Source: an optimization exercise on an open RTL-to-GDS flow (aim: a short achievable clock period and few clock cycles per item). Production flows keep margins and buffers that such runs may drop. In this exercise RTL edits were held to simulation tests only and were not proved equivalent to the original. Power and IR drop assume default switching activity.

==> design.v <==
module ap2_add16 (
    input  wire [15:0] a,
    input  wire [15:0] b,
    input  wire        ci,
    output wire [15:0] s,
    output wire        co
);
    wire [15:0] p = a ^ b;
    wire [15:0] g = a & b;
    wire [15:0] g0, p0;
    assign g0[0] = g[0] | (p[0] & ci);
    assign p0[0] = 1'b0;
    assign g0[15:1] = g[15:1];
    assign p0[15:1] = p[15:1];
    wire [15:0] g1, p1;
    assign g1[0] = g0[0];
    assign p1[0] = p0[0];
    assign g1[1] = g0[1] | (p0[1] & g0[0]);
    assign p1[1] = p0[1] & p0[0];
    assign g1[2] = g0[2] | (p0[2] & g0[1]);
    assign p1[2] = p0[2] & p0[1];
    assign g1[3] = g0[3] | (p0[3] & g0[2]);
    assign p1[3] = p0[3] & p0[2];
    assign g1[4] = g0[4] | (p0[4] & g0[3]);
    assign p1[4] = p0[4] & p0[3];
    assign g1[5] = g0[5] | (p0[5] & g0[4]);
    assign p1[5] = p0[5] & p0[4];
    assign g1[6] = g0[6] | (p0[6] & g0[5]);
    assign p1[6] = p0[6] & p0[5];
    assign g1[7] = g0[7] | (p0[7] & g0[6]);
    assign p1[7] = p0[7] & p0[6];
    assign g1[8] = g0[8] | (p0[8] & g0[7]);
    assign p1[8] = p0[8] & p0[7];
    assign g1[9] = g0[9] | (p0[9] & g0[8]);
    assign p1[9] = p0[9] & p0[8];
    assign g1[10] = g0[10] | (p0[10] & g0[9]);
    assign p1[10] = p0[10] & p0[9];
    assign g1[11] = g0[11] | (p0[11] & g0[10]);
    assign p1[11] = p0[11] & p0[10];
    assign g1[12] = g0[12] | (p0[12] & g0[11]);
    assign p1[12] = p0[12] & p0[11];
    assign g1[13] = g0[13] | (p0[13] & g0[12]);
    assign p1[13] = p0[13] & p0[12];
    assign g1[14] = g0[14] | (p0[14] & g0[13]);
    assign p1[14] = p0[14] & p0[13];
    assign g1[15] = g0[15] | (p0[15] & g0[14]);
    assign p1[15] = p0[15] & p0[14];
    wire [15:0] g2, p2;
    assign g2[0] = g1[0];
    assign p2[0] = p1[0];
    assign g2[1] = g1[1];
    assign p2[1] = p1[1];
    assign g2[2] = g1[2] | (p1[2] & g1[0]);
    assign p2[2] = p1[2] & p1[0];
    assign g2[3] = g1[3] | (p1[3] & g1[1]);
    assign p2[3] = p1[3] & p1[1];
    assign g2[4] = g1[4] | (p1[4] & g1[2]);
    assign p2[4] = p1[4] & p1[2];
    assign g2[5] = g1[5] | (p1[5] & g1[3]);
    assign p2[5] = p1[5] & p1[3];
    assign g2[6] = g1[6] | (p1[6] & g1[4]);
    assign p2[6] = p1[6] & p1[4];
    assign g2[7] = g1[7] | (p1[7] & g1[5]);
    assign p2[7] = p1[7] & p1[5];
    assign g2[8] = g1[8] | (p1[8] & g1[6]);
    assign p2[8] = p1[8] & p1[6];
    assign g2[9] = g1[9] | (p1[9] & g1[7]);
    assign p2[9] = p1[9] & p1[7];
    assign g2[10] = g1[10] | (p1[10] & g1[8]);
    assign p2[10] = p1[10] & p1[8];
    assign g2[11] = g1[11] | (p1[11] & g1[9]);
    assign p2[11] = p1[11] & p1[9];
    assign g2[12] = g1[12] | (p1[12] & g1[10]);
    assign p2[12] = p1[12] & p1[10];
    assign g2[13] = g1[13] | (p1[13] & g1[11]);
    assign p2[13] = p1[13] & p1[11];
    assign g2[14] = g1[14] | (p1[14] & g1[12]);
    assign p2[14] = p1[14] & p1[12];
    assign g2[15] = g1[15] | (p1[15] & g1[13]);
    assign p2[15] = p1[15] & p1[13];
    wire [15:0] g3, p3;
    assign g3[0] = g2[0];
    assign p3[0] = p2[0];
    assign g3[1] = g2[1];
    assign p3[1] = p2[1];
    assign g3[2] = g2[2];
    assign p3[2] = p2[2];
    assign g3[3] = g2[3];
    assign p3[3] = p2[3];
    assign g3[4] = g2[4] | (p2[4] & g2[0]);
    assign p3[4] = p2[4] & p2[0];
    assign g3[5] = g2[5] | (p2[5] & g2[1]);
    assign p3[5] = p2[5] & p2[1];
    assign g3[6] = g2[6] | (p2[6] & g2[2]);
    assign p3[6] = p2[6] & p2[2];
    assign g3[7] = g2[7] | (p2[7] & g2[3]);
    assign p3[7] = p2[7] & p2[3];
    assign g3[8] = g2[8] | (p2[8] & g2[4]);
    assign p3[8] = p2[8] & p2[4];
    assign g3[9] = g2[9] | (p2[9] & g2[5]);
    assign p3[9] = p2[9] & p2[5];
    assign g3[10] = g2[10] | (p2[10] & g2[6]);
    assign p3[10] = p2[10] & p2[6];
    assign g3[11] = g2[11] | (p2[11] & g2[7]);
    assign p3[11] = p2[11] & p2[7];
    assign g3[12] = g2[12] | (p2[12] & g2[8]);
    assign p3[12] = p2[12] & p2[8];
    assign g3[13] = g2[13] | (p2[13] & g2[9]);
    assign p3[13] = p2[13] & p2[9];
    assign g3[14] = g2[14] | (p2[14] & g2[10]);
    assign p3[14] = p2[14] & p2[10];
    assign g3[15] = g2[15] | (p2[15] & g2[11]);
    assign p3[15] = p2[15] & p2[11];
    wire [15:0] g4, p4;
    assign g4[0] = g3[0];
    assign p4[0] = p3[0];
    assign g4[1] = g3[1];
    assign p4[1] = p3[1];
    assign g4[2] = g3[2];
    assign p4[2] = p3[2];
    assign g4[3] = g3[3];
    assign p4[3] = p3[3];
    assign g4[4] = g3[4];
    assign p4[4] = p3[4];
    assign g4[5] = g3[5];
    assign p4[5] = p3[5];
    assign g4[6] = g3[6];
    assign p4[6] = p3[6];
    assign g4[7] = g3[7];
    assign p4[7] = p3[7];
    assign g4[8] = g3[8] | (p3[8] & g3[0]);
    assign p4[8] = p3[8] & p3[0];
    assign g4[9] = g3[9] | (p3[9] & g3[1]);
    assign p4[9] = p3[9] & p3[1];
    assign g4[10] = g3[10] | (p3[10] & g3[2]);
    assign p4[10] = p3[10] & p3[2];
    assign g4[11] = g3[11] | (p3[11] & g3[3]);
    assign p4[11] = p3[11] & p3[3];
    assign g4[12] = g3[12] | (p3[12] & g3[4]);
    assign p4[12] = p3[12] & p3[4];
    assign g4[13] = g3[13] | (p3[13] & g3[5]);
    assign p4[13] = p3[13] & p3[5];
    assign g4[14] = g3[14] | (p3[14] & g3[6]);
    assign p4[14] = p3[14] & p3[6];
    assign g4[15] = g3[15] | (p3[15] & g3[7]);
    assign p4[15] = p3[15] & p3[7];
    assign s  = p ^ {g4[14:0], ci};
    assign co = g4[15];
endmodule
module ap2_mulcsa (
    input  wire [15:0] a,
    input  wire [15:0] b,
    output wire [15:0] s,
    output wire [15:0] c,
    output wire [15:0] t
);
    wire [16:0] bx = {b, 1'b0};
    wire [16:0] ax = {a, 1'b0};    
    wire b0h = bx[2], b0m = bx[1], b0l = bx[0];
    wire m1_0 = b0m ^ b0l;
    wire m2_0 = (b0h & ~b0m & ~b0l) | (~b0h & b0m & b0l);
    wire ng_0 = b0h & ~(b0m & b0l);
    wire [15:0] r0 = {(((m1_0 & ax[16]) | (m2_0 & ax[15])) ^ ng_0), (((m1_0 & ax[15]) | (m2_0 & ax[14])) ^ ng_0), (((m1_0 & ax[14]) | (m2_0 & ax[13])) ^ ng_0), (((m1_0 & ax[13]) | (m2_0 & ax[12])) ^ ng_0), (((m1_0 & ax[12]) | (m2_0 & ax[11])) ^ ng_0), (((m1_0 & ax[11]) | (m2_0 & ax[10])) ^ ng_0), (((m1_0 & ax[10]) | (m2_0 & ax[9])) ^ ng_0), (((m1_0 & ax[9]) | (m2_0 & ax[8])) ^ ng_0), (((m1_0 & ax[8]) | (m2_0 & ax[7])) ^ ng_0), (((m1_0 & ax[7]) | (m2_0 & ax[6])) ^ ng_0), (((m1_0 & ax[6]) | (m2_0 & ax[5])) ^ ng_0), (((m1_0 & ax[5]) | (m2_0 & ax[4])) ^ ng_0), (((m1_0 & ax[4]) | (m2_0 & ax[3])) ^ ng_0), (((m1_0 & ax[3]) | (m2_0 & ax[2])) ^ ng_0), (((m1_0 & ax[2]) | (m2_0 & ax[1])) ^ ng_0), (((m1_0 & ax[1]) | (m2_0 & ax[0])) ^ ng_0)};
    wire b1h = bx[4], b1m = bx[3], b1l = bx[2];
    wire m1_1 = b1m ^ b1l;
    wire m2_1 = (b1h & ~b1m & ~b1l) | (~b1h & b1m & b1l);
    wire ng_1 = b1h & ~(b1m & b1l);
    wire [15:0] r1 = {(((m1_1 & ax[14]) | (m2_1 & ax[13])) ^ ng_1), (((m1_1 & ax[13]) | (m2_1 & ax[12])) ^ ng_1), (((m1_1 & ax[12]) | (m2_1 & ax[11])) ^ ng_1), (((m1_1 & ax[11]) | (m2_1 & ax[10])) ^ ng_1), (((m1_1 & ax[10]) | (m2_1 & ax[9])) ^ ng_1), (((m1_1 & ax[9]) | (m2_1 & ax[8])) ^ ng_1), (((m1_1 & ax[8]) | (m2_1 & ax[7])) ^ ng_1), (((m1_1 & ax[7]) | (m2_1 & ax[6])) ^ ng_1), (((m1_1 & ax[6]) | (m2_1 & ax[5])) ^ ng_1), (((m1_1 & ax[5]) | (m2_1 & ax[4])) ^ ng_1), (((m1_1 & ax[4]) | (m2_1 & ax[3])) ^ ng_1), (((m1_1 & ax[3]) | (m2_1 & ax[2])) ^ ng_1), (((m1_1 & ax[2]) | (m2_1 & ax[1])) ^ ng_1), (((m1_1 & ax[1]) | (m2_1 & ax[0])) ^ ng_1), 1'b0, ng_0};
    wire b2h = bx[6], b2m = bx[5], b2l = bx[4];
    wire m1_2 = b2m ^ b2l;
    wire m2_2 = (b2h & ~b2m & ~b2l) | (~b2h & b2m & b2l);
    wire ng_2 = b2h & ~(b2m & b2l);
    wire [15:0] r2 = {(((m1_2 & ax[12]) | (m2_2 & ax[11])) ^ ng_2), (((m1_2 & ax[11]) | (m2_2 & ax[10])) ^ ng_2), (((m1_2 & ax[10]) | (m2_2 & ax[9])) ^ ng_2), (((m1_2 & ax[9]) | (m2_2 & ax[8])) ^ ng_2), (((m1_2 & ax[8]) | (m2_2 & ax[7])) ^ ng_2), (((m1_2 & ax[7]) | (m2_2 & ax[6])) ^ ng_2), (((m1_2 & ax[6]) | (m2_2 & ax[5])) ^ ng_2), (((m1_2 & ax[5]) | (m2_2 & ax[4])) ^ ng_2), (((m1_2 & ax[4]) | (m2_2 & ax[3])) ^ ng_2), (((m1_2 & ax[3]) | (m2_2 & ax[2])) ^ ng_2), (((m1_2 & ax[2]) | (m2_2 & ax[1])) ^ ng_2), (((m1_2 & ax[1]) | (m2_2 & ax[0])) ^ ng_2), 1'b0, ng_1, 1'b0, 1'b0};
    wire b3h = bx[8], b3m = bx[7], b3l = bx[6];
    wire m1_3 = b3m ^ b3l;
    wire m2_3 = (b3h & ~b3m & ~b3l) | (~b3h & b3m & b3l);
    wire ng_3 = b3h & ~(b3m & b3l);
    wire [15:0] r3 = {(((m1_3 & ax[10]) | (m2_3 & ax[9])) ^ ng_3), (((m1_3 & ax[9]) | (m2_3 & ax[8])) ^ ng_3), (((m1_3 & ax[8]) | (m2_3 & ax[7])) ^ ng_3), (((m1_3 & ax[7]) | (m2_3 & ax[6])) ^ ng_3), (((m1_3 & ax[6]) | (m2_3 & ax[5])) ^ ng_3), (((m1_3 & ax[5]) | (m2_3 & ax[4])) ^ ng_3), (((m1_3 & ax[4]) | (m2_3 & ax[3])) ^ ng_3), (((m1_3 & ax[3]) | (m2_3 & ax[2])) ^ ng_3), (((m1_3 & ax[2]) | (m2_3 & ax[1])) ^ ng_3), (((m1_3 & ax[1]) | (m2_3 & ax[0])) ^ ng_3), 1'b0, ng_2, 1'b0, 1'b0, 1'b0, 1'b0};
    wire b4h = bx[10], b4m = bx[9], b4l = bx[8];
    wire m1_4 = b4m ^ b4l;
    wire m2_4 = (b4h & ~b4m & ~b4l) | (~b4h & b4m & b4l);
    wire ng_4 = b4h & ~(b4m & b4l);
    wire [15:0] r4 = {(((m1_4 & ax[8]) | (m2_4 & ax[7])) ^ ng_4), (((m1_4 & ax[7]) | (m2_4 & ax[6])) ^ ng_4), (((m1_4 & ax[6]) | (m2_4 & ax[5])) ^ ng_4), (((m1_4 & ax[5]) | (m2_4 & ax[4])) ^ ng_4), (((m1_4 & ax[4]) | (m2_4 & ax[3])) ^ ng_4), (((m1_4 & ax[3]) | (m2_4 & ax[2])) ^ ng_4), (((m1_4 & ax[2]) | (m2_4 & ax[1])) ^ ng_4), (((m1_4 & ax[1]) | (m2_4 & ax[0])) ^ ng_4), 1'b0, ng_3, 1'b0, 1'b0, 1'b0, 1'b0, 1'b0, 1'b0};
    wire b5h = bx[12], b5m = bx[11], b5l = bx[10];
    wire m1_5 = b5m ^ b5l;
    wire m2_5 = (b5h & ~b5m & ~b5l) | (~b5h & b5m & b5l);
    wire ng_5 = b5h & ~(b5m & b5l);
    wire [15:0] r5 = {(((m1_5 & ax[6]) | (m2_5 & ax[5])) ^ ng_5), (((m1_5 & ax[5]) | (m2_5 & ax[4])) ^ ng_5), (((m1_5 & ax[4]) | (m2_5 & ax[3])) ^ ng_5), (((m1_5 & ax[3]) | (m2_5 & ax[2])) ^ ng_5), (((m1_5 & ax[2]) | (m2_5 & ax[1])) ^ ng_5), (((m1_5 & ax[1]) | (m2_5 & ax[0])) ^ ng_5), 1'b0, ng_4, 1'b0, 1'b0, 1'b0, 1'b0, 1'b0, 1'b0, 1'b0, 1'b0};
    wire b6h = bx[14], b6m = bx[13], b6l = bx[12];
    wire m1_6 = b6m ^ b6l;
    wire m2_6 = (b6h & ~b6m & ~b6l) | (~b6h & b6m & b6l);
    wire ng_6 = b6h & ~(b6m & b6l);
    wire [15:0] r6 = {(((m1_6 & ax[4]) | (m2_6 & ax[3])) ^ ng_6), (((m1_6 & ax[3]) | (m2_6 & ax[2])) ^ ng_6), (((m1_6 & ax[2]) | (m2_6 & ax[1])) ^ ng_6), (((m1_6 & ax[1]) | (m2_6 & ax[0])) ^ ng_6), 1'b0, ng_5, 1'b0, 1'b0, 1'b0, 1'b0, 1'b0, 1'b0, 1'b0, 1'b0, 1'b0, 1'b0};
    wire b7h = bx[16], b7m = bx[15], b7l = bx[14];
    wire m1_7 = b7m ^ b7l;
    wire m2_7 = (b7h & ~b7m & ~b7l) | (~b7h & b7m & b7l);
    wire ng_7 = b7h & ~(b7m & b7l);
    wire [15:0] r7 = {(((m1_7 & ax[2]) | (m2_7 & ax[1])) ^ ng_7), (((m1_7 & ax[1]) | (m2_7 & ax[0])) ^ ng_7), 1'b0, ng_6, 1'b0, 1'b0, 1'b0, 1'b0, 1'b0, 1'b0, 1'b0, 1'b0, 1'b0, 1'b0, 1'b0, 1'b0};
    wire [15:0] r8 = {1'b0, ng_7, 14'b0};
    wire [15:0] s0_0 = r0 ^ r1 ^ r2;
    wire [15:0] c0_0w = (r0 & r1) | (r0 & r2) | (r1 & r2);
    wire [15:0] c0_0 = {c0_0w[14:0], 1'b0};
    wire [15:0] s0_1 = r3 ^ r4 ^ r5;
    wire [15:0] c0_1w = (r3 & r4) | (r3 & r5) | (r4 & r5);
    wire [15:0] c0_1 = {c0_1w[14:0], 1'b0};
    wire [15:0] s0_2 = r6 ^ r7 ^ r8;
    wire [15:0] c0_2w = (r6 & r7) | (r6 & r8) | (r7 & r8);
    wire [15:0] c0_2 = {c0_2w[14:0], 1'b0};
    wire [15:0] s1_0 = s0_0 ^ c0_0 ^ s0_1;
    wire [15:0] c1_0w = (s0_0 & c0_0) | (s0_0 & s0_1) | (c0_0 & s0_1);
    wire [15:0] c1_0 = {c1_0w[14:0], 1'b0};
    wire [15:0] s1_1 = c0_1 ^ s0_2 ^ c0_2;
    wire [15:0] c1_1w = (c0_1 & s0_2) | (c0_1 & c0_2) | (s0_2 & c0_2);
    wire [15:0] c1_1 = {c1_1w[14:0], 1'b0};
    wire [15:0] s2_0 = s1_0 ^ c1_0 ^ s1_1;
    wire [15:0] c2_0w = (s1_0 & c1_0) | (s1_0 & s1_1) | (c1_0 & s1_1);
    wire [15:0] c2_0 = {c2_0w[14:0], 1'b0};
    assign s = s2_0;
    assign c = c2_0;
    assign t = c1_1;
endmodule
module ap2_core (
    input  wire        clk,
    input  wire        rst,           
    input  wire        start,         
    input  wire [16:0] image_end,     
    output wire        mem_req,
    output wire        mem_we,
    output wire [15:0] mem_addr,
    output wire [15:0] mem_wdata,
    input  wire [15:0] mem_rdata,
    input  wire        mem_ready,
    output wire        done,          
    output wire [1:0]  stop_reason,   
    output wire [15:0] r0,
    output wire [15:0] r1,
    output wire [15:0] r2,
    output wire [15:0] r3,
    output wire [15:0] r4,
    output wire [15:0] r5,
    output wire [15:0] r6,
    output wire [15:0] r7,
    output wire [15:0] pc_out,
    output wire [15:0] sp_out,
    output wire        flag_c,
    output wire        flag_ov,
    output wire        flag_z,
    output wire        flag_s
);
    localparam [15:0] STACK_START = 16'h8200;
    localparam [15:0] STACK_FLOOR = 16'h81F0;
    reg        running;       
    reg        done_q;
    reg        start_q;       
    reg [1:0]  reason;
    reg [16:0] ie_q;          
    reg [15:0] x [0:7];
    reg [15:0] sp;
    reg [15:0] sp_p2;         
    reg        fc, fov, fz, fs;
    reg [15:0] sc [0:7];      
    reg [7:0]  scv;
    reg [8:0]  sdep;          
    reg [15:0] bus_addr;      
    reg [15:0] bus_wdata;     
    reg [15:0] daddr;         
    reg [15:0] dwdata;        
    reg        e_first;       
    reg [15:0] pcF;
    reg        d_valid;
    reg        d_end;         
    reg [15:0] ir;
    reg [15:0] pcd_cur;       
    reg [15:0] pcd_nxt;       
    reg        pd_stopi;      
    reg        pd_mul;        
    reg        pd_um, pd_un;  
    reg        pd_jmp;        
    reg        pd_cj;         
    reg        e_valid;
    reg        e_memop;       
    reg        e_we;          
    reg        e_psh;         
    reg [2:0]  e_sidx;        
    reg        e_mul;         
    reg        e_ld;          
    reg        e_wreg;        
    reg [2:0]  e_rd;
    reg        e_wzs, e_wc, e_wov;
    reg        e_sub;         
    reg        e_cmp;
    reg        e_jpend;       
    reg [1:0]  e_jcc;
    reg [15:0] e_jt;
    reg        sel_add, sel_and, sel_or, sel_xor, sel_shr, sel_shl,
               sel_ror, sel_rol, sel_mov;
    reg [3:0]  e_r1, e_r2;    
    reg [3:0]  e_l1, e_l2;    
    reg        e_k16;         
    reg        e_kz;          
    reg [15:0] A, B;
    reg        smc_q;         
    reg        w_valid;
    reg [2:0]  w_rd;
    reg [15:0] ms, mc, mt;    
    reg        w_c, w_a15, w_b15;
    wire [15:0] sum;
    wire        co;
    ap2_add16 u_add (.a(A), .b(B), .ci(e_sub), .s(sum), .co(co));
    wire [16:0] hx = {A, 1'b0};
    wire [16:0] lx = {1'b0, A};
    wire [16:0] hr1 = ({17{e_r1[0]}} & hx) | ({17{e_r1[1]}} & {1'b0, hx[16:1]})
                    | ({17{e_r1[2]}} & {2'b0, hx[16:2]}) | ({17{e_r1[3]}} & {3'b0, hx[16:3]});
    wire [16:0] hr2 = ({17{e_r2[0]}} & hr1) | ({17{e_r2[1]}} & {4'b0, hr1[16:4]})
                    | ({17{e_r2[2]}} & {8'b0, hr1[16:8]}) | ({17{e_r2[3]}} & {12'b0, hr1[16:12]});
    wire [16:0] shr17 = e_kz ? 17'd0 : e_k16 ? {16'b0, hr2[16]} : hr2;
    wire [16:0] hl1 = ({17{e_l1[0]}} & lx) | ({17{e_l1[1]}} & {lx[15:0], 1'b0})
                    | ({17{e_l1[2]}} & {lx[14:0], 2'b0}) | ({17{e_l1[3]}} & {lx[13:0], 3'b0});
    wire [16:0] hl2 = ({17{e_l2[0]}} & hl1) | ({17{e_l2[1]}} & {hl1[12:0], 4'b0})
                    | ({17{e_l2[2]}} & {hl1[8:0], 8'b0}) | ({17{e_l2[3]}} & {hl1[4:0], 12'b0});
    wire [16:0] shl17 = e_kz ? 17'd0 : e_k16 ? {hl2[0], 16'b0} : hl2;
    wire [15:0] ms_n, mc_n, mt_n;
    ap2_mulcsa u_mul (.a(A), .b(B), .s(ms_n), .c(mc_n), .t(mt_n));
    wire [15:0] r_log = ({16{sel_and}} & (A & B))
                      | ({16{sel_or }} & (A | B))
                      | ({16{sel_xor}} & (A ^ B))
                      | shr17[16:1]
                      | shl17[15:0]
                      | ({16{sel_ror}} & {A[0], A[15:1]})
                      | ({16{sel_rol}} & {A[14:0], A[15]})
                      | ({16{sel_mov}} & A);
    wire [15:0] r = ({16{sel_add}} & sum) | r_log;
    wire [15:0] axb   = A ^ B;
    wire [15:0] aob   = A | B;
    wire        z_add = (axb == {aob[14:0], e_sub});
    wire        z_and = ((A & B) == 16'h0000);
    wire        z_or  = ((A | B) == 16'h0000);
    wire        z_xor = (axb == 16'h0000);
    wire        z_a   = (A == 16'h0000);
    wire        z_shr = (shr17[16:1] == 16'h0000);
    wire        z_shl = (shl17[15:0] == 16'h0000);
    wire        res_z = (sel_add & z_add) | (sel_and & z_and) | (sel_or & z_or) |
                        (sel_xor & z_xor) | ((sel_mov | sel_ror | sel_rol) & z_a) |
                        (sel_shr & z_shr) | (sel_shl & z_shl);
    wire res_s = e_cmp ? !co : r[15];
    wire res_c = sel_add ? (co ^ e_sub)
               : sel_shr ? shr17[0]
               : sel_shl ? shl17[16]
               : sel_ror ? A[0]
               : A[15];
    wire res_ov = sel_shl ? shl17[16]
                : ((A[15] == B[15]) && (r[15] != A[15]));
    wire [15:0] ws    = ms ^ mc ^ mt;
    wire [15:0] wcw   = (ms & mc) | (ms & mt) | (mc & mt);
    wire [15:0] wc    = {wcw[14:0], 1'b0};
    wire [15:0] wr;
    wire        wco;
    ap2_add16 u_wadd (.a(ws), .b(wc), .ci(1'b0), .s(wr), .co(wco));
    wire [15:0] mxc   = ws ^ wc;
    wire [15:0] moc   = ws | wc;
    wire        w_z   = (mxc == {moc[14:0], 1'b0});
    wire        w_ov  = (w_a15 == w_b15) && (w_b15 != wr[15]);
    wire e_alu     = e_valid & !e_memop;       
    wire e_fwd     = e_valid & e_wreg & !e_ld;
    wire e_wzs_now = e_alu & e_wzs;
    reg jc_e;
    always @(*) begin
        case (e_jcc)
            2'b00:   jc_e = 1'b1;
            2'b01:   jc_e = fz && !fs;
            2'b10:   jc_e = !fz && fs;
            default: jc_e = !fz && !fs;
        endcase
    end
    wire e_jtaken = e_valid & e_jpend & jc_e;
    wire [15:0] pcd_cur1 = pcd_cur + 16'd1;
    wire [15:0] A1       = A + 16'd1;
    wire e_smc = e_first & e_we & d_valid & !d_end &
                 ((A == pcd_cur) | (A == pcd_cur1) | (A1 == pcd_cur));
    wire squash_e = e_jtaken | smc_q;
    wire [3:0] cls = ir[15:12];
    wire [2:0] fd  = ir[10:8];
    wire [2:0] fm  = ir[7:5];
    wire [2:0] fn  = ir[4:2];
    wire is_nop  = (ir == 16'h0000);
    wire is_c0   = (cls == 4'h0) && !is_nop;
    wire is_jmp  = is_c0 && ir[11];
    wire is_psh  = is_c0 && !ir[11] && (ir[1:0] == 2'b01);
    wire is_pop  = is_c0 && !ir[11] && (ir[1:0] == 2'b10);
    wire is_cmp  = is_c0 && !ir[11] && (ir[1:0] == 2'b11);
    wire is_rsvd = is_c0 && !ir[11] && (ir[1:0] == 2'b00);
    wire is_mov  = (cls == 4'h1);
    wire is_str  = (cls == 4'h2);
    wire is_ldr  = (cls == 4'h3);
    wire is_add  = (cls == 4'h4);
    wire is_sub  = (cls == 4'h5);
    wire is_mul  = (cls == 4'h6);
    wire is_and  = (cls == 4'h7);
    wire is_or   = (cls == 4'h8);
    wire is_not  = (cls == 4'h9);
    wire is_xor  = (cls == 4'hA);
    wire is_shr  = (cls == 4'hB);
    wire is_shl  = (cls == 4'hC);
    wire is_ror  = (cls == 4'hD);
    wire is_rol  = (cls == 4'hE);
    wire is_halt = (cls == 4'hF);
    wire is_alu1 = is_add | is_sub | is_and | is_or | is_not | is_xor |
                   is_shr | is_shl | is_ror | is_rol;      
    wire push_ok = !sdep[8];           
    wire pop_ok  = !sdep[0];           
    wire psh_do  = is_psh && push_ok;
    wire pop_do  = is_pop && pop_ok;
    wire [4:0] sdist    = 5'd0 - sp[4:0];
    wire [2:0] sidx_psh = sdist[3:1];
    wire       top_v    = |(scv & sdep[8:1]);    
    reg [15:0] sc_top;                           
    integer k;
    always @(*) begin
        sc_top = 16'h0000;
        for (k = 0; k < 8; k = k + 1)
            sc_top = sc_top | ({16{sdep[k + 1]}} & sc[k]);
    end
    wire       pop_hit  = pop_do && top_v;
    wire       pop_mem  = pop_do && !top_v;
    wire d_memop   = is_ldr | is_str | psh_do | pop_mem;
    wire d_store   = is_str | psh_do;
    wire [1:0] d_reason = d_end ? 2'd3 : is_halt ? 2'd1 : 2'd2;
    wire [8:0]  imm9  = ir[10:2];
    wire [15:0] jt_d  = pcd_nxt + {7'b0, imm9};
    reg jc_d;
    always @(*) begin
        case (ir[1:0])
            2'b00:   jc_d = 1'b1;
            2'b01:   jc_d = fz && !fs;
            2'b10:   jc_d = !fz && fs;
            default: jc_d = !fz && !fs;
        endcase
    end
    wire d_jres   = !pd_cj || !(e_wzs_now || w_valid);    
    wire e_mulv = e_valid & e_mul;
    wire d_dep  = e_mulv &
                  ((pd_um && (fm == e_rd)) || (pd_un && (fn == e_rd)) || pd_cj);
    wire d_stop   = d_valid & pd_stopi & !e_memop & !e_mulv & !squash_e;
    wire d_fire   = d_valid & !pd_stopi & !e_memop & !d_dep & !squash_e;
    wire d_jtaken = d_fire & pd_jmp & d_jres & jc_d;
    wire a_imm  = is_mov && ir[11];
    wire a_reg  = !(a_imm || is_psh || is_pop);
    wire b_reg  = !((is_str && ir[11]) || is_not);
    wire b_inv  = is_sub || is_cmp;
    wire fwd_a  = e_fwd && (e_rd == fm) && a_reg;
    wire fwd_b  = e_fwd && (e_rd == fn) && b_reg;
    wire fww_a  = w_valid && (w_rd == fm) && a_reg;
    wire fww_b  = w_valid && (w_rd == fn) && b_reg;
    wire [15:0] xm = x[fm];
    wire [15:0] xn = x[fn];
    wire [15:0] a_base = a_imm  ? {8'b0, ir[7:0]}
                       : is_psh ? sp
                       : is_pop ? (pop_hit ? sc_top : sp_p2)
                       : fww_a  ? wr
                       : xm;
    wire [15:0] b_raw  = (is_str && ir[11]) ? {8'b0, ir[10:8], ir[4:0]}
                       : is_not ? 16'hFFFF
                       : fww_b  ? wr
                       : xn;
    wire        fsa_a  = fwd_a & sel_add;
    wire        fsa_b  = fwd_b & sel_add;
    wire [15:0] a_next = fsa_a ? sum : fwd_a ? r_log : a_base;
    wire [15:0] b_next = fsa_b ? (sum ^ {16{b_inv}})
                       : fwd_b ? (r_log ^ {16{b_inv}}) : (b_raw ^ {16{b_inv}});
    wire at_end    = {1'b0, pcF} >= ie_q;
    wire bus_fetch = running & !e_memop;
    wire slot_free = !d_valid | d_fire | squash_e;
    wire f_load    = bus_fetch & slot_free & !squash_e & !d_jtaken & !d_stop;
    wire f_take    = f_load & mem_ready;
    reg [15:0] pcF_base;
    always @(*) begin
        if (start && !running)
            pcF_base = 16'h0000;
        else if (d_stop)
            pcF_base = pcd_nxt;
        else if (e_jtaken)
            pcF_base = e_jt;
        else if (smc_q)
            pcF_base = pcd_cur;
        else if (d_jtaken)
            pcF_base = jt_d;
        else
            pcF_base = pcF;
    end
    wire        inc_ok   = f_load & !at_end & !(start && !running);
    wire [15:0] pcF_inc  = pcF + 16'd2;
    wire [15:0] pcF_next = (inc_ok & mem_ready) ? pcF_inc : pcF_base;
    wire e_hold    = e_memop & !mem_ready;        
    wire d_mem_go  = d_fire & d_memop;            
    assign mem_req   = running;
    assign mem_we    = e_we;
    assign mem_addr  = bus_addr;
    assign mem_wdata = bus_wdata;
    always @(posedge clk)
        ie_q <= image_end;
    always @(posedge clk) begin
        if (rst) begin
            running <= 1'b0;
            done_q  <= 1'b0;
            start_q <= 1'b0;
            d_valid <= 1'b0;
            e_valid <= 1'b0;
            e_memop <= 1'b0;
            e_we    <= 1'b0;
            w_valid <= 1'b0;
            smc_q   <= 1'b0;
            e_first <= 1'b0;
        end else if (start && !running) begin
            running <= 1'b1;
            done_q  <= 1'b0;
            start_q <= 1'b1;
            d_valid <= 1'b0;
            e_valid <= 1'b0;
            e_memop <= 1'b0;
            e_we    <= 1'b0;
            w_valid <= 1'b0;
            smc_q   <= 1'b0;
            e_first <= 1'b0;
        end else begin
            start_q <= 1'b0;
            if (d_stop) begin
                running <= 1'b0;
                done_q  <= 1'b1;
            end
            if (d_stop || squash_e || d_jtaken)
                d_valid <= 1'b0;
            else if (slot_free)
                d_valid <= f_take;
            e_valid <= e_hold | d_fire;
            e_memop <= e_hold | d_mem_go;
            e_we    <= (e_we & !mem_ready) | (d_fire & d_store);
            smc_q   <= e_smc;
            e_first <= d_mem_go;
            w_valid <= e_alu & e_mul;
        end
    end
    always @(posedge clk)
        pcF <= pcF_next;
    wire [15:0] e_addr  = e_first ? A : daddr;
    wire [15:0] e_wdat  = e_first ? B : dwdata;
    wire        ba_r    = d_mem_go & fwd_a;
    wire [15:0] ba_oth  = e_memop  ? (mem_ready ? pcF_base : e_addr)
                        : d_mem_go ? a_base
                        : pcF_next;
    wire        bw_r    = !e_memop & fwd_b;
    wire [15:0] bw_oth  = e_memop ? e_wdat : b_raw;
    always @(posedge clk) begin
        bus_addr  <= (ba_r & sel_add) ? sum : ba_r ? r_log : ba_oth;
        bus_wdata <= (bw_r & sel_add) ? sum : bw_r ? r_log : bw_oth;
        if (e_first) begin
            daddr  <= A;
            dwdata <= B;
        end
    end
    always @(posedge clk) begin
        if (d_stop)
            reason <= d_reason;
    end
    wire [15:0] fw    = mem_rdata;      
    wire [3:0]  f_cls = fw[15:12];
    wire        f_c0  = (f_cls == 4'h0) && (fw[11:0] != 12'h000);
    wire        f_alu1 = (f_cls >= 4'h4) && (f_cls <= 4'hE) && (f_cls != 4'h6);
    wire        f_ab  = (f_cls == 4'h4) || (f_cls == 4'h5) || (f_cls == 4'h7) ||
                        (f_cls == 4'h8) || (f_cls == 4'hA);
    always @(posedge clk) begin
        if (slot_free && !smc_q) begin
            ir       <= fw;
            d_end    <= at_end;
            pcd_cur  <= pcF;
            pcd_nxt  <= at_end ? pcF : pcF + 16'd2;
            pd_stopi <= at_end || (f_cls == 4'hF) ||
                        (f_c0 && !fw[11] && (fw[1:0] == 2'b00));
            pd_mul   <= (f_cls == 4'h6);
            pd_um    <= ((f_cls == 4'h1) && !fw[11]) || (f_cls == 4'h2) || (f_cls == 4'h3) ||
                        f_alu1 || (f_cls == 4'h6) || (f_c0 && !fw[11] && (fw[1:0] == 2'b11));
            pd_un    <= ((f_cls == 4'h2) && !fw[11]) || f_ab || (f_cls == 4'h6) ||
                        (f_c0 && !fw[11] && fw[0]);
            pd_jmp   <= !at_end && f_c0 && fw[11] && (fw[10:2] != 9'd0);
            pd_cj    <= !at_end && f_c0 && fw[11] && (fw[10:2] != 9'd0) && (fw[1:0] != 2'b00);
        end
    end
    always @(posedge clk) begin
        A       <= a_next;
        B       <= b_next;
        e_r1    <= {4{is_shr}} & (4'b0001 << ir[1:0]);
        e_r2    <= {4{is_shr}} & (4'b0001 << ir[3:2]);
        e_l1    <= {4{is_shl}} & (4'b0001 << ir[1:0]);
        e_l2    <= {4{is_shl}} & (4'b0001 << ir[3:2]);
        e_k16   <= ir[4] && (ir[3:0] == 4'd0);
        e_kz    <= ir[4] && (ir[3:0] != 4'd0);
        e_wzs   <= is_alu1 | is_cmp;
        e_wc    <= is_add | is_sub | is_shr | is_shl | is_ror | is_rol;
        e_wov   <= is_add | is_sub | is_shl;
        e_sub   <= is_sub | is_cmp;
        e_cmp   <= is_cmp;
        e_jcc   <= ir[1:0];
        e_jt    <= jt_d;
        sel_add <= is_add | is_sub | is_cmp;
        sel_and <= is_and;
        sel_or  <= is_or;
        sel_xor <= is_xor | is_not;
        sel_shr <= is_shr;
        sel_shl <= is_shl;
        sel_ror <= is_ror;
        sel_rol <= is_rol;
        sel_mov <= is_mov | pop_hit;
        if (!e_memop) begin
            e_psh   <= is_psh;
            e_sidx  <= sidx_psh;
            e_mul   <= is_mul;
            e_ld    <= is_ldr | pop_mem;
            e_wreg  <= is_mov | is_ldr | pop_do | is_alu1;
            e_rd    <= is_pop ? {1'b0, ir[9:8]} : fd;
            e_jpend <= pd_jmp & !d_jres;
        end
        ms    <= ms_n;
        mc    <= mc_n;
        mt    <= mt_n;
        w_rd  <= e_rd;
        w_c   <= co;
        w_a15 <= A[15];
        w_b15 <= B[15];
    end
    wire        e_wr  = e_valid & e_wreg;
    integer i;
    always @(posedge clk) begin
        if (start_q) begin
            for (i = 0; i < 8; i = i + 1)
                x[i] <= 16'h0000;
            sp  <= STACK_START;
            sp_p2 <= STACK_START + 16'd2;
            sdep <= 9'b000000001;
            fc  <= 1'b0;
            fov <= 1'b0;
            fz  <= 1'b0;
            fs  <= 1'b0;
            scv <= 8'h00;
        end else begin
            for (i = 0; i < 8; i = i + 1) begin
                if (e_wr && !e_ld && sel_add && (e_rd == i))
                    x[i] <= sum;
                else if (e_wr && !e_ld && (e_rd == i))
                    x[i] <= r_log;
                else if (e_wr && (e_rd == i))
                    x[i] <= mem_rdata;
                else if (w_valid && (w_rd == i))
                    x[i] <= wr;
            end
            if (d_fire & psh_do) begin
                sp    <= sp - 16'd2;
                sp_p2 <= sp;
                sdep  <= {sdep[7:0], 1'b0};
            end else if (d_fire & pop_do) begin
                sp    <= sp + 16'd2;
                sp_p2 <= sp_p2 + 16'd2;
                sdep  <= {1'b0, sdep[8:1]};
            end
            if (e_alu & e_wzs) begin
                fz <= res_z;
                fs <= res_s;
            end else if (w_valid) begin
                fz <= w_z;
                fs <= wr[15];
            end
            if (e_alu & e_wc)
                fc <= res_c;
            else if (w_valid)
                fc <= w_c;
            if (e_alu & e_wov)
                fov <= res_ov;
            else if (w_valid)
                fov <= w_ov;
            for (i = 0; i < 8; i = i + 1) begin
                if (e_first && e_we && e_psh && (e_sidx == i))
                    scv[i] <= 1'b1;
                else if (e_first && e_we && !e_psh &&
                         ((A == STACK_START - 2 * i) || (A1 == STACK_START - 2 * i) ||
                          (A == STACK_START - 2 * i + 1)))
                    scv[i] <= 1'b0;
            end
        end
        for (i = 0; i < 8; i = i + 1)
            if (e_first && e_we && e_psh && (e_sidx == i))
                sc[i] <= B;
    end
    assign done        = done_q;
    assign stop_reason = reason;
    assign r0 = x[0];
    assign r1 = x[1];
    assign r2 = x[2];
    assign r3 = x[3];
    assign r4 = x[4];
    assign r5 = x[5];
    assign r6 = x[6];
    assign r7 = x[7];
    assign pc_out  = pcF;
    assign sp_out  = sp;
    assign flag_c  = fc;
    assign flag_ov = fov;
    assign flag_z  = fz;
    assign flag_s  = fs;
endmodule
==> flow/run.sh <==
#!/bin/bash
set -euo pipefail
bash standard.sh SETUP_SLACK_MARGIN=7.5 finish > orfs_make.log 2>&1
==> standard.sh <==
#!/bin/bash
# synth_recipe.tcl (not shown) runs the flow's synth.tcl, then flattens the netlist and writes it again
# the make line also repeats each setting of config.mk as NAME=value (left out here)
make -C /OpenROAD-flow-scripts/flow DESIGN_CONFIG=/design/flow/config.mk WORK_HOME=/design/flow/orfs CLKGATE_MAP_FILE= SYNTH_SCRIPT=/design/flow/synth_recipe.tcl "${@:-finish}"
==> config.mk <==
export PLATFORM = sky130hd
export DESIGN_NAME = ap2_core
export DESIGN_NICKNAME = ap2_core
export VERILOG_FILES = /design/flow/design.v
export SDC_FILE = /design/flow/constraint.sdc
export NUM_CORES = 4
export LEC_CHECK = 0
export CAP_MARGIN = 30
export CORE_MARGIN = 2
export CORE_UTILIZATION = 40
export SLEW_MARGIN = 20
==> constraint.sdc <==
create_clock -name core_clock -period 10.0 [get_ports {clk}]
set_input_delay 2.0000 -clock core_clock [delete_from_list [all_inputs] [get_ports {clk}]]
set_output_delay 2.0000 -clock core_clock [all_outputs]
set_load 0.01 [all_outputs]
==> results.sh, run 1 <==
export IMPL_start_util_pct=40.21
export IMPL_dieArea_mm2=0.09248
export IMPL_seqPwrFrac_pct=28.1
export IMPL_coreArea_mm2=0.08960
export IMPL_synth_edff_count=194
export IMPL_rr_startpoint="e_rd[1]"
export IMPL_drtAntennaViolNets=0
export IMPL_finClkSkew_ns=0.03829
export IMPL_holdPathStages=1
export IMPL_end_kind="register"
export IMPL_internal_power_uw=6230
export IMPL_post_route_util_pct=60.53
export IMPL_path_cells="xor2_2 > nor4_4 > a211oi_4 > nand2_2 > or3_4 > buf_12 > inv_12 > buf_4 > ha_1 > a21oi_1 > nand2_2 > a2111oi_4 > o31ai_2 > mux2i_1 > xnor2_1 > nand2b_1"
export IMPL_ioPinCount=238
export IMPL_stdcell_area_mm2=0.05424
export IMPL_die_w_um=304.1
export IMPL_insertion_delay_ns=0.64
export IMPL_ir_drop_mv=0.2280
export IMPL_vias=39250
export IMPL_register_area_mm2=0.01461
export IMPL_worstSetupPathType="reg -> reg"
export IMPL_worst_pin_slew_ns=0.9684
export IMPL_yosysTopAreaCell="dfxtp_1"
export IMPL_slowest_stage="edfxtp_1"
export IMPL_rrSetupSlack_ns=6.23
export IMPL_finalCritPeriodShare_pct=37.65
export IMPL_pre_cts_slack_ns=5.066
export IMPL_grt_max_degree=90
export IMPL_maxCapViolations=0
export IMPL_p_leak_uw=0.02096
export IMPL_avgSynthCellArea_um2=8.856
export IMPL_core_rowCount=110
export IMPL_via_per_inst=6.552
export IMPL_dpl_cell_area_mm2=0.04061
export IMPL_yosysSeqAreaShare_pct=38.73
export IMPL_clkTransAtPathRegs_ns=0.06
export IMPL_reg2reg_depth=16
export IMPL_min_path_type="reg -> reg"
export IMPL_synth_area_leaders="dfxtp_1, edfxtp_1, a22oi_1, ha_1, xnor2_1"
export IMPL_hold_path_startpoint="e_wov"
export IMPL_final_hold_violation_count=0
export IMPL_setup_tns_ns=0
export IMPL_yosys_warnings=3
export IMPL_timing_slew_headroom_pct=35.35
export IMPL_die_h_um=304.1
export IMPL_total_power_uw=10410
export IMPL_drt_iter0_drc=5528
export IMPL_cp_max_fo=7
export IMPL_ys_seq_elements=600
export IMPL_totalWireLength_um=179600
export IMPL_drt_pass1_iterations=8
export IMPL_numCtsBuffers=69
export IMPL_cp_data_arrival_time_ns=4.27
export IMPL_netlist_area_mm2=0.03603
export IMPL_async_flop_share_pct=0
export IMPL_layout_common_cells="buf_4, buf_6, nor2_1"
export IMPL_power_switching_uw=4183
export IMPL_crit_path_frequent_cell="nand2_2"
export IMPL_slew_viol_final=0
export IMPL_portBuffers=236
export IMPL_hold_end="fov"
export IMPL_finalSetupViolCount=0
export IMPL_cts_hold_fix_buffers=0
export IMPL_dp_hpwl_um=111000
export IMPL_wire_per_inst_um=29.98
export IMPL_yosysTopAreaCellShare_pct=22.56
export IMPL_p_clk_share_pct=24.9
export IMPL_grt_pass1_wl_um=251500
export IMPL_drc=0
export IMPL_overflow=0
export IMPL_cts_sinks=600
export IMPL_critPathRequiredTime_ns=10.50
export IMPL_ys_types=93
export IMPL_slowest_delay_ns=0.49
export IMPL_rsz0062_at_grt="yes"
export IMPL_power_per_cell_area_mw_per_mm2=192.0
export IMPL_startpoint_type="register"
export IMPL_syn2layout_area_growth_pct=50.55
export IMPL_cts_tree="yes"
export IMPL_rr_endpoint="sp[15]"
export IMPL_multiInputGateArea_mm2=0.02565
export IMPL_max_freq_mhz=265.6
export IMPL_p_sw_share_pct=40.17
export IMPL_final_common_cell="buf_4"
export IMPL_antenna_found_initial=10
export IMPL_n_fill_cell=7272
export IMPL_fin_ws_ns=6.235
export IMPL_status="no timing/DRC/antenna violations"
export IMPL_nets=4965
export IMPL_grt_usage_pct=36.30
export IMPL_drive_gt1_share_pct=43.58
export IMPL_fin_crit_ns=3.765
export IMPL_comb_power_share_pct=47.0
export IMPL_clockBufferDepth=3
export IMPL_synth_ff_type="dfxtp_1"
export IMPL_cts_root_buffer="clkbuf_16"
export IMPL_h_tree_depth=3
export IMPL_gp_congestion=1.013
export IMPL_grt_pass1_vias=36390
export IMPL_syn_instance_count=4068
[sequential cells by signal, indices dropped and copies added (netlist names), 12 cells and up]
name       count
x            128
sp_p2         15
bus_addr      16
pcd_cur       16
e_jt          16
mc            12
A             16
ir            16
daddr         16
pcF           16
ms            16
sp            15
ie_q          17
dwdata        16
bus_wdata     16
B             16
sc           128
pcd_nxt       15
[per-stage QoR]
stage	hold WS, ns	instances
2_1_floorplan	0.3665	4068
3_3_place_gp	0.4543	5251
3_5_place_dp	0.4585	5256
4_1_cts	0.4558	5842
5_1_grt	0.4843	5988
6_report	0.4552	5990
[metal layers]
metal | track usage (%) | vias up | wire length, µm
met2 | 54.13 | 2925 | 75830
met1 | 46.55 | 19070 | 66100
met5 | 0 | - | 41
met3 | 10.01 | 809 | 22790
li1 | - | 16440 | -
met4 | 22.54 | 6 | 14820
[critical path: cells and delay by family, from the launching register on]
kind	cells	cell delay, ns
compound gates	4	0.97
xor+xnor	2	0.42
fa+ha+maj	1	0.29
buf+inv	3	0.39
flops	1	0.49
mux	1	0.19
simple gates	5	0.83
[Yosys cell counts (all sizes together), types with 18 or more instances]
library cell and n:
a22o 63, a31oi 45, a21oi 280, inv 160, mux2 50, nor2 374
dfxtp 406, a22oi 226, ha 131, o211ai 28, o22ai 52, buf 51
nand2 340, nor4 34, o31ai 19, or3 31, xnor2 168, xor2 68
nand2b 43, mux2i 59, a221oi 60, o21ai 186, nand4 47, clkbuf 269
a211oi 95, o21a 18, nor3 92, a21o 19, nor2b 46, nand3 88
edfxtp 194, a211o 20, fa 41, and3 34
[cells by family after synthesis]
| logic type | after synthesis | synth area share, % |
|---|---|---|
| buffers and inverters | 482 | 5.133 |
| other | 1 | 0.01041 |
| and+or+nand+nor | 1189 | 15.39 |
| muxes | 126 | 4.265 |
| xor gates and xnor gates | 236 | 5.737 |
| DFF | 600 | 38.73 |
| AOI/OAI and AO/OA | 1262 | 23.91 |
| adders and majority gates | 172 | 6.828 |
[worst max path at each step]
stage	from	end	slack [ns]	cells after the start
floorplan	ir[14]	sp[15]	6.09	19
global placement	ir[2]	sp[14]	5.14	18
detailed placement	ir[2]	sp[14]	5.07	18
CTS	ir[14]	sp[15]	6.32	15
global route	e_rd[1]	sp[15]	6.07	16
finish	e_rd[1]	sp[15]	6.23	16
[what timing repair did]
| action | in CTS | in global routing |
|---|---|---|
| setup endpoints to repair | 580 | 548 |
| pin swaps | 248 | 261 |
| setup buffers | 441 | 134 |
| resized for setup | 2093 | 434 |
| gates cloned | 18 | 10 |
[layout make-up]
class | instances | area share, %
antenna | 2 | 0.009227
clock inverter | 31 | 0.6321
multi-input combinational | 2989 | 47.28
timing repair inverter | 2 | 0.04614
tap | 1176 | 2.713
timing repair buffer | 932 | 17.53
clock buffer | 96 | 3.578
inverter | 162 | 1.271
sequential | 600 | 26.94
[power groups by stage]
| stage | sequential [µW] | combinational, µW | clock [µW] |
|---|---|---|---|
| CTS | 2910 | 4420 | 2600 |
| global placement | 3020 | 3290 | 0 |
| finish | 2920 | 4890 | 2600 |
| detailed placement | 3020 | 3350 | 0 |
| floorplan | 2890 | 2170 | 0 |
| global route | 2930 | 5120 | 2700 |
Testbench counts, summed over its fixed seeds: cycles 62,666, instrs 48,662.
==> inputs of run 2 (changes only) <==
--- a/design.v
+++ b/design.v
@@ -627,4 +627,23 @@
         w_b15 <= B[15];
     end
+    wire [8:0] sdep_n = start_q ? 9'b000000001
+                      : (d_fire & psh_do) ? {sdep[7:0], 1'b0}
+                      : (d_fire & pop_do) ? {1'b0, sdep[8:1]}
+                      : sdep;
+    reg [15:0] sp_n, sp_p2_n;
+    integer d;
+    always @(*) begin
+        sp_n    = 16'h0000;
+        sp_p2_n = 16'h0000;
+        for (d = 0; d < 9; d = d + 1) begin
+            sp_n    = sp_n    | ({16{sdep_n[d]}} & (STACK_START - 2 * d));
+            sp_p2_n = sp_p2_n | ({16{sdep_n[d]}} & (STACK_START + 2 - 2 * d));
+        end
+    end
+    always @(posedge clk) begin
+        sdep  <= sdep_n;
+        sp    <= sp_n;
+        sp_p2 <= sp_p2_n;
+    end
     wire        e_wr  = e_valid & e_wreg;
     integer i;
@@ -633,7 +652,4 @@
             for (i = 0; i < 8; i = i + 1)
                 x[i] <= 16'h0000;
-            sp  <= STACK_START;
-            sp_p2 <= STACK_START + 16'd2;
-            sdep <= 9'b000000001;
             fc  <= 1'b0;
             fov <= 1'b0;
@@ -652,13 +668,4 @@
                     x[i] <= wr;
             end
-            if (d_fire & psh_do) begin
-                sp    <= sp - 16'd2;
-                sp_p2 <= sp;
-                sdep  <= {sdep[7:0], 1'b0};
-            end else if (d_fire & pop_do) begin
-                sp    <= sp + 16'd2;
-                sp_p2 <= sp_p2 + 16'd2;
-                sdep  <= {1'b0, sdep[8:1]};
-            end
             if (e_alu & e_wzs) begin
                 fz <= res_z;
==> results.sh, run 2 <==
export IMPL_hold_path_startpoint="dwdata[3]"
export IMPL_drtAntennaViolNets=0
export IMPL_ioPinCount=238
export IMPL_synth_edff_count=194
export IMPL_startpoint_type="register"
export IMPL_synth_ff_type="dfxtp_1"
export IMPL_cts_sinks=580
export IMPL_ys_seq_elements=580
export IMPL_overflow=0
export IMPL_numCtsBuffers=68
export IMPL_synth_area_leaders="dfxtp_1, edfxtp_1, ha_1, a22oi_1, nand2_1"
export IMPL_gp_congestion=1.029
export IMPL_fin_crit_ns=3.325
export IMPL_syn_instance_count=3919
export IMPL_maxCapViolations=0
export IMPL_portBuffers=231
export IMPL_layout_common_cells="buf_4, buf_6, nand2_1"
export IMPL_die_h_um=299.9
export IMPL_setup_tns_ns=0
export IMPL_multiInputGateArea_mm2=0.02445
export IMPL_max_freq_mhz=300.8
export IMPL_yosysTopAreaCellShare_pct=22.06
export IMPL_cp_data_arrival_time_ns=1.32
export IMPL_yosysTopAreaCell="dfxtp_1"
export IMPL_path_cells="buf_6"
export IMPL_hold_slack_ns=0.4727
export IMPL_cp_startpoint="reason[0]"
export IMPL_holdPathStages=1
export IMPL_core_rowCount=108
export IMPL_wire_per_inst_um=31.04
export IMPL_n_fill_cell=7028
export IMPL_slowest_stage="edfxtp_1"
export IMPL_dieArea_mm2=0.08994
export IMPL_drt_pass1_iterations=13
export IMPL_cts_root_buffer="clkbuf_16"
export IMPL_hold_end="dwdata[3]"
export IMPL_totalWireLength_um=183200
export IMPL_yosysSeqAreaShare_pct=38.70
export IMPL_status="no timing/DRC/antenna violations"
export IMPL_ir_drop_mv=0.1922
export IMPL_finalSetupViolCount=0
export IMPL_fin_ws_ns=6.675
export IMPL_finClkSkew_ns=0.03957
export IMPL_coreArea_mm2=0.08675
export IMPL_antenna_found_initial=8
export IMPL_worst_pin_slew_ns=1.200
export IMPL_slowest_delay_ns=0.51
export IMPL_die_w_um=299.9
export IMPL_cts_tree="yes"
export IMPL_ys_types=94
export IMPL_async_flop_share_pct=0
export IMPL_dpl_cell_area_mm2=0.03930
export IMPL_dp_hpwl_um=112200
export IMPL_rrSetupSlack_ns=6.70
export IMPL_vias=38780
export IMPL_cp_max_fo=1
export IMPL_start_util_pct=40.37
export IMPL_pre_cts_slack_ns=5.527
export IMPL_crit_family="flip-flops"
export IMPL_avgSynthCellArea_um2=8.937
export IMPL_yosys_top_cells_count="dfxtp_1, nand2_1, nor2_1, a21oi_1, clkbuf_1"
export IMPL_insertion_delay_ns=0.66
export IMPL_worstSetupPathType="reg -> out"
export IMPL_rr_startpoint="ir[15]"
export IMPL_grt_max_degree=79
export IMPL_netlist_area_mm2=0.03502
export IMPL_reg2reg_depth=11
export IMPL_grt_pass1_vias=35640
export IMPL_drt_iter0_drc=6292
export IMPL_syn2layout_area_growth_pct=52.62
export IMPL_register_area_mm2=0.01420
export IMPL_grt_usage_pct=38.11
export IMPL_power_per_cell_area_mw_per_mm2=181.3
export IMPL_yosys_warnings=3
export IMPL_critPathRequiredTime_ns=8.00
export IMPL_drc=0
export IMPL_final_hold_violation_count=0
export IMPL_final_common_cell="buf_4"
export IMPL_clockBufferDepth=3
export IMPL_finalCritPeriodShare_pct=33.25
export IMPL_h_tree_depth=3
export IMPL_slew_viol_final=0
export IMPL_via_per_inst=6.573
export IMPL_rsz0062_at_grt="yes"
export IMPL_min_path_type="reg -> reg"
export IMPL_critPathBufInv=1
export IMPL_timing_slew_headroom_pct=19.97
export IMPL_grt_pass1_wl_um=253100
export IMPL_yosysMostFrequentCell="dfxtp_1"
export IMPL_p_leak_uw=0.02087
export IMPL_rr_endpoint="bus_addr[14]"
export IMPL_reg_top3="sc (128), x (128), ie_q (17)"
export IMPL_end_kind="primary output"
export IMPL_drive_gt1_share_pct=44.51
export IMPL_stdcell_area_mm2=0.05345
export IMPL_nets=4882
export IMPL_clkTransAtPathRegs_ns=0.06
==> run 2: changes by cell type in the layout (fill, tap and decap cells not counted), sizes merged, moves of 19 or more <==
cell / before / now
a221oi: 60 / 35
a211oi: 95 / 123
buf: 886 / 955
o21ai: 186 / 167
dfxtp: 406 / 386
xor2: 68 / 89
nor2: 374 / 332
xnor2: 168 / 133
a22oi: 226 / 183
a21oi: 280 / 237
nor3: 92 / 58
mux2i: 59 / 79
a22o: 63 / 41
==> run 2: timing repair <==
action / CTS / global route
pin swaps: 298 / 203
resized for setup: 2130 / 298
setup endpoints to repair: 549 / 509
cloned: 21 / 11
buffers inserted: 506 / 142
hold buffers: 0 / 0
==> run 2: power breakdown <==
part | internal, µW | switching (µW) | total [µW]
Combinational | 1800 | 2510 | 4310
Clock | 1490 | 1130 | 2620
Sequential | 2600 | 163 | 2760
==> run 2: routing by layer <==
layer	track usage [%]	up-vias	wire (µm)
met2	54.84	3168	75000
met3	12.96	919	25850
li1	-	16030	-
met5	0	-	130
met4	24.21	6	15510
met1	48.77	18660	66670
==> run 2: stage by stage <==
step / cells / util (%) / total power [µW]
6_report: 5900 / 61.61 / 9691
5_1_grt: 5899 / 61.61 / 9964
4_1_cts: 5742 / 58.44 / 9264
3_5_place_dp: 5090 / 45.30 / 5571
3_3_place_gp: 5081 / 45.15 / 5548
2_1_floorplan: 3924 / - / 4508
==> run 2: area by class of cell <==
type | count | area share, %
clock inverter | 24 | 0.6156
clock buffer | 101 | 3.752
timing repair buffer | 1003 | 19.23
timing repair inverter | 3 | 0.04213
inverter | 170 | 1.344
antenna | 2 | 0.009363
tap | 1155 | 2.704
sequential | 580 | 26.57
multi-input combinational | 2862 | 45.74
==> run 2: cell families after synthesis <==
group | share of synthesized area (%)
buffers and inverters | 5.509
adders and majority gates | 6.466
other | 0.01071
DFF | 38.70
muxes | 4.926
and+or+nand+nor | 15.68
xor gates and xnor gates | 5.552
AOI/OAI and AO/OA | 23.16
==> run 2: worst max-delay path by stage <==
stage,cells past startpoint,end
after detailed placement,6,bus_addr[14]
after global routing,1,stop_reason[0]
final,1,stop_reason[0]
after floorplan,6,bus_addr[14]
after global placement,6,bus_addr[14]
after CTS,1,stop_reason[0]
Testbench counts of run 2, summed over its fixed seeds: cycles 62,666, instrs 48,662.
==> inputs of run 3 (changes only) <==
--- a/design.v
+++ b/design.v
@@ -257,5 +257,4 @@
     reg [15:0] x [0:7];
     reg [15:0] sp;
-    reg [15:0] sp_p2;         
     reg        fc, fov, fz, fs;
     reg [15:0] sc [0:7];      
@@ -277,4 +276,9 @@
     reg        pd_um, pd_un;  
     reg        pd_jmp;        
+    reg        pd_psh, pd_pop, pd_str, pd_ldr;
+    reg        pd_aimm;       
+    reg        pd_areg;       
+    reg        pd_breg;       
+    reg        pd_binv;       
     reg        pd_cj;         
     reg        e_valid;
@@ -295,4 +299,5 @@
     reg        sel_add, sel_and, sel_or, sel_xor, sel_shr, sel_shl,
                sel_ror, sel_rol, sel_mov;
+    reg [3:0]  e_lut;         
     reg [3:0]  e_r1, e_r2;    
     reg [3:0]  e_l1, e_l2;    
@@ -322,12 +327,11 @@
     wire [15:0] ms_n, mc_n, mt_n;
     ap2_mulcsa u_mul (.a(A), .b(B), .s(ms_n), .c(mc_n), .t(mt_n));
-    wire [15:0] r_log = ({16{sel_and}} & (A & B))
-                      | ({16{sel_or }} & (A | B))
-                      | ({16{sel_xor}} & (A ^ B))
+    wire [15:0] r_lut = ({16{e_lut[0]}} & ~A & ~B) | ({16{e_lut[1]}} & ~A & B)
+                      | ({16{e_lut[2]}} &  A & ~B) | ({16{e_lut[3]}} & A & B);
+    wire [15:0] r_log = r_lut
                       | shr17[16:1]
                       | shl17[15:0]
                       | ({16{sel_ror}} & {A[0], A[15:1]})
-                      | ({16{sel_rol}} & {A[14:0], A[15]})
-                      | ({16{sel_mov}} & A);
+                      | ({16{sel_rol}} & {A[14:0], A[15]});
     wire [15:0] r = ({16{sel_add}} & sum) | r_log;
     wire [15:0] axb   = A ^ B;
@@ -386,11 +390,11 @@
     wire is_c0   = (cls == 4'h0) && !is_nop;
     wire is_jmp  = is_c0 && ir[11];
-    wire is_psh  = is_c0 && !ir[11] && (ir[1:0] == 2'b01);
-    wire is_pop  = is_c0 && !ir[11] && (ir[1:0] == 2'b10);
+    wire is_psh  = pd_psh;
+    wire is_pop  = pd_pop;
     wire is_cmp  = is_c0 && !ir[11] && (ir[1:0] == 2'b11);
     wire is_rsvd = is_c0 && !ir[11] && (ir[1:0] == 2'b00);
     wire is_mov  = (cls == 4'h1);
-    wire is_str  = (cls == 4'h2);
-    wire is_ldr  = (cls == 4'h3);
+    wire is_str  = pd_str;
+    wire is_ldr  = pd_ldr;
     wire is_add  = (cls == 4'h4);
     wire is_sub  = (cls == 4'h5);
@@ -413,12 +417,7 @@
     wire [4:0] sdist    = 5'd0 - sp[4:0];
     wire [2:0] sidx_psh = sdist[3:1];
+    wire [3:0] sidx_p4  = sdist[4:1] - 4'd1;
+    wire [2:0] sidx_pop = sidx_p4[2:0];
     wire       top_v    = |(scv & sdep[8:1]);    
-    reg [15:0] sc_top;                           
-    integer k;
-    always @(*) begin
-        sc_top = 16'h0000;
-        for (k = 0; k < 8; k = k + 1)
-            sc_top = sc_top | ({16{sdep[k + 1]}} & sc[k]);
-    end
     wire       pop_hit  = pop_do && top_v;
     wire       pop_mem  = pop_do && !top_v;
@@ -444,8 +443,8 @@
     wire d_fire   = d_valid & !pd_stopi & !e_memop & !d_dep & !squash_e;
     wire d_jtaken = d_fire & pd_jmp & d_jres & jc_d;
-    wire a_imm  = is_mov && ir[11];
-    wire a_reg  = !(a_imm || is_psh || is_pop);
-    wire b_reg  = !((is_str && ir[11]) || is_not);
-    wire b_inv  = is_sub || is_cmp;
+    wire a_imm  = pd_aimm;
+    wire a_reg  = pd_areg;
+    wire b_reg  = pd_breg;
+    wire b_inv  = pd_binv;
     wire fwd_a  = e_fwd && (e_rd == fm) && a_reg;
     wire fwd_b  = e_fwd && (e_rd == fn) && b_reg;
@@ -456,5 +455,5 @@
     wire [15:0] a_base = a_imm  ? {8'b0, ir[7:0]}
                        : is_psh ? sp
-                       : is_pop ? (pop_hit ? sc_top : sp_p2)
+                       : is_pop ? (pop_hit ? sc[sidx_pop] : sp + 16'd2)
                        : fww_a  ? wr
                        : xm;
@@ -582,4 +581,12 @@
                         (f_c0 && !fw[11] && fw[0]);
             pd_jmp   <= !at_end && f_c0 && fw[11] && (fw[10:2] != 9'd0);
+            pd_psh   <= f_c0 && !fw[11] && (fw[1:0] == 2'b01);
+            pd_pop   <= f_c0 && !fw[11] && (fw[1:0] == 2'b10);
+            pd_str   <= (f_cls == 4'h2);
+            pd_ldr   <= (f_cls == 4'h3);
+            pd_aimm  <= (f_cls == 4'h1) && fw[11];
+            pd_areg  <= !(((f_cls == 4'h1) && fw[11]) || (f_c0 && !fw[11] && (fw[1] != fw[0])));
+            pd_breg  <= !(((f_cls == 4'h2) && fw[11]) || (f_cls == 4'h9));
+            pd_binv  <= (f_cls == 4'h5) || (f_c0 && !fw[11] && (fw[1:0] == 2'b11));
             pd_cj    <= !at_end && f_c0 && fw[11] && (fw[10:2] != 9'd0) && (fw[1:0] != 2'b00);
         end
@@ -610,4 +617,6 @@
         sel_rol <= is_rol;
         sel_mov <= is_mov | pop_hit;
+        e_lut   <= is_and ? 4'b1000 : is_or ? 4'b1110 : (is_xor | is_not) ? 4'b0110
+                 : (is_mov | pop_hit) ? 4'b1100 : 4'b0000;
         if (!e_memop) begin
             e_psh   <= is_psh;
@@ -627,23 +636,4 @@
         w_b15 <= B[15];
     end
-    wire [8:0] sdep_n = start_q ? 9'b000000001
-                      : (d_fire & psh_do) ? {sdep[7:0], 1'b0}
-                      : (d_fire & pop_do) ? {1'b0, sdep[8:1]}
-                      : sdep;
-    reg [15:0] sp_n, sp_p2_n;
-    integer d;
-    always @(*) begin
-        sp_n    = 16'h0000;
-        sp_p2_n = 16'h0000;
-        for (d = 0; d < 9; d = d + 1) begin
-            sp_n    = sp_n    | ({16{sdep_n[d]}} & (STACK_START - 2 * d));
-            sp_p2_n = sp_p2_n | ({16{sdep_n[d]}} & (STACK_START + 2 - 2 * d));
-        end
-    end
-    always @(posedge clk) begin
-        sdep  <= sdep_n;
-        sp    <= sp_n;
-        sp_p2 <= sp_p2_n;
-    end
     wire        e_wr  = e_valid & e_wreg;
     integer i;
@@ -652,4 +642,6 @@
             for (i = 0; i < 8; i = i + 1)
                 x[i] <= 16'h0000;
+            sp  <= STACK_START;
+            sdep <= 9'b000000001;
             fc  <= 1'b0;
             fov <= 1'b0;
@@ -668,4 +660,11 @@
                     x[i] <= wr;
             end
+            if (d_fire & psh_do) begin
+                sp   <= sp - 16'd2;
+                sdep <= {sdep[7:0], 1'b0};
+            end else if (d_fire & pop_do) begin
+                sp   <= sp + 16'd2;
+                sdep <= {1'b0, sdep[8:1]};
+            end
             if (e_alu & e_wzs) begin
                 fz <= res_z;
==> results.sh, run 3 <==
export IMPL_yosysTopAreaCellShare_pct=21.37
export IMPL_total_power_uw=12220
export IMPL_worst_pin_slew_ns=1.171
export IMPL_finalSetupViolCount=0
export IMPL_yosysSeqAreaShare_pct=37.81
export IMPL_slew_viol_final=0
export IMPL_vias=41920
export IMPL_antenna_found_initial=8
export IMPL_nets=5154
export IMPL_core_rowCount=111
export IMPL_rrSetupSlack_ns=6.51
export IMPL_min_path_type="reg -> reg"
export IMPL_reg_top3="sc (128), x (128), ie_q (17)"
export IMPL_syn_instance_count=4104
export IMPL_max_freq_mhz=286.4
export IMPL_numCtsBuffers=69
export IMPL_clockBufferDepth=3
export IMPL_yosys_top_cells_count="dfxtp_1, nor2_1, nand2_1, clkbuf_1, a21oi_1"
export IMPL_clkTransAtPathRegs_ns=0.06
export IMPL_grt_pass1_vias=38670
export IMPL_netlist_area_mm2=0.03690
export IMPL_yosysMostFrequentCell="dfxtp_1"
export IMPL_finalCritPeriodShare_pct=34.92
export IMPL_synth_edff_count=202
export IMPL_gp_congestion=0.9663
export IMPL_ir_drop_mv=0.2960
export IMPL_critPathRequiredTime_ns=10.58
export IMPL_startpoint_type="register"
export IMPL_pre_cts_slack_ns=5.772
export IMPL_totalWireLength_um=199000
export IMPL_synth_ff_type="dfxtp_1"
export IMPL_finClkSkew_ns=0.04189
export IMPL_overflow=0
export IMPL_dp_hpwl_um=115100
export IMPL_drc=0
export IMPL_cp_max_fo=3
export IMPL_synth_area_leaders="dfxtp_1, edfxtp_1, ha_1, nor2_1, a22oi_1"
export IMPL_p_leak_uw=0.02246
export IMPL_rsz0062_at_grt="yes"
export IMPL_async_flop_share_pct=0
export IMPL_synth_top_family_by_area="compound AO/OA/AOI/OAI gates"
export IMPL_avgSynthCellArea_um2=8.992
export IMPL_yosys_warnings=3
export IMPL_yosysTopAreaCell="dfxtp_1"
export IMPL_timing_slew_headroom_pct=21.95
export IMPL_cts_sinks=596
export IMPL_synth_simple_area_share_pct=15.06
export IMPL_via_per_inst=6.763
export IMPL_synthXorXnorAreaFrac_pct=5.553
export IMPL_drtAntennaViolNets=0
export IMPL_grt_pass1_wl_um=272700
export IMPL_fin_crit_ns=3.492
export IMPL_cts_root_buffer="clkbuf_16"
export IMPL_power_per_cell_area_mw_per_mm2=211.9
export IMPL_syn2layout_area_growth_pct=56.23
export IMPL_grt_max_degree=80
export IMPL_layout_common_cells="buf_4, buf_6, nor2_1"
export IMPL_synth_compound_area_share_pct=23.89
export IMPL_synth_adder_area_share_pct=6.442
export IMPL_fin_ws_ns=6.508
export IMPL_coreArea_mm2=0.09152
export IMPL_ys_types=108
export IMPL_final_hold_violation_count=0
export IMPL_ioPinCount=238
export IMPL_drt_iter0_drc=7158
export IMPL_maxCapViolations=0
export IMPL_status="no timing/DRC/antenna violations"
export IMPL_synth_area_mux_share_pct=5.821
export IMPL_die_w_um=307.7
export IMPL_start_util_pct=40.32
==> run 3: cell families (layout without fill, tap and decap cells) <==
logic type                 after synthesis  in the layout
AOI/OAI and AO/OA                     1249           1249
and+or+nand+nor                       1166           1170
DFF                                    596            596
buffers and inverters                  510           1407
xor gates and xnor gates               234            234
muxes                                  182            182
adders and majority gates              166            166
other                                    1              8
==> run 3: path summary, 6_finish.rpt <==
| path | depth (start not counted) | startpoint | to |
|---|---|---|---|
| setup / recovery | 14 | mc[6] | bus_addr[13] |
| setup reg to reg | 14 | mc[6] | bus_addr[13] |
| hold reg to reg | 1 | e_wov | fov |
| hold / removal | 1 | e_wov | fov |
==> run 3: worst max-delay path, cell delays in order (launching register included) <==
cell and delay, ns:
dfxtp_2 0.33, ha_4 0.26, inv_2 0.04, ha_4 0.22
ha_4 0.15, a211o_1 0.30, a2111o_1 0.48, nand4_1 0.19
nand2_4 0.06, buf_4 0.13, buf_4 0.18, o31a_1 0.33
nor3_2 0.49, o32ai_2 0.13, o211ai_1 0.12
==> run 3: final cells by class <==
class	count	area, µm²
flip-flops and latches	596	14670
multi-input cells	3002	27060
repair buffers	1096	11400
diodes	7	17.52
clock inverters	31	279.0
clock buffers	94	1922
repair inverters	2	15.01
well taps	1186	1484
fillers	6909	33870
inverters	184	799.5
==> run 3: what timing repair did <==
action                     in CTS  in global routing
pin swaps                     359                314
gates cloned                   34                  7
setup endpoints to repair     605                570
setup buffers                 591                145
resized for setup            2307                431
hold endpoints to repair        0                  0
==> run 3: where the power goes <==
part / internal [µW] / leakage [µW] / switching [µW]
logic: 2970 / 0.0160 / 3750
registers: 2720 / 0.00537 / 254
clock network: 1410 / 0.00108 / 1110
==> run 3: metal layers <==
layer | up-vias | GRT usage [%] | share of wire [%]
met5 | - | 0 | 0.055
met4 | 8 | 27.41 | 9.5
met3 | 1245 | 15.12 | 15
met2 | 3679 | 57.18 | 41
met1 | 20000 | 47.96 | 35
li1 | 16990 | - | -
==> run 3: stage by stage <==
stage | hold WS [ns] | instance area, µm² | cells | util [%]
final | 0.4585 | 57650 | 6198 | 62.99
after global routing | 0.4587 | 57640 | 6192 | 62.98
after detailed placement | 0.4268 | 41340 | 5284 | 45.17
after global placement | 0.4252 | 41290 | 5277 | 45.11
after CTS | 0.4516 | 54320 | 6034 | 59.35
after floorplan | 0.3427 | 38730 | 4104 | -
Testbench counts of run 3, summed over its fixed seeds: cycles 62,666, instrs 48,662.

Setup slack of run 3, layout unchanged: 6.508 ns with ideal ports, 6.508 ns with driving cells assumed (clock clkbuf_16, inputs buf_2), 6.376 ns with port delays also shifted by the 0.732 ns mid clock arrival.
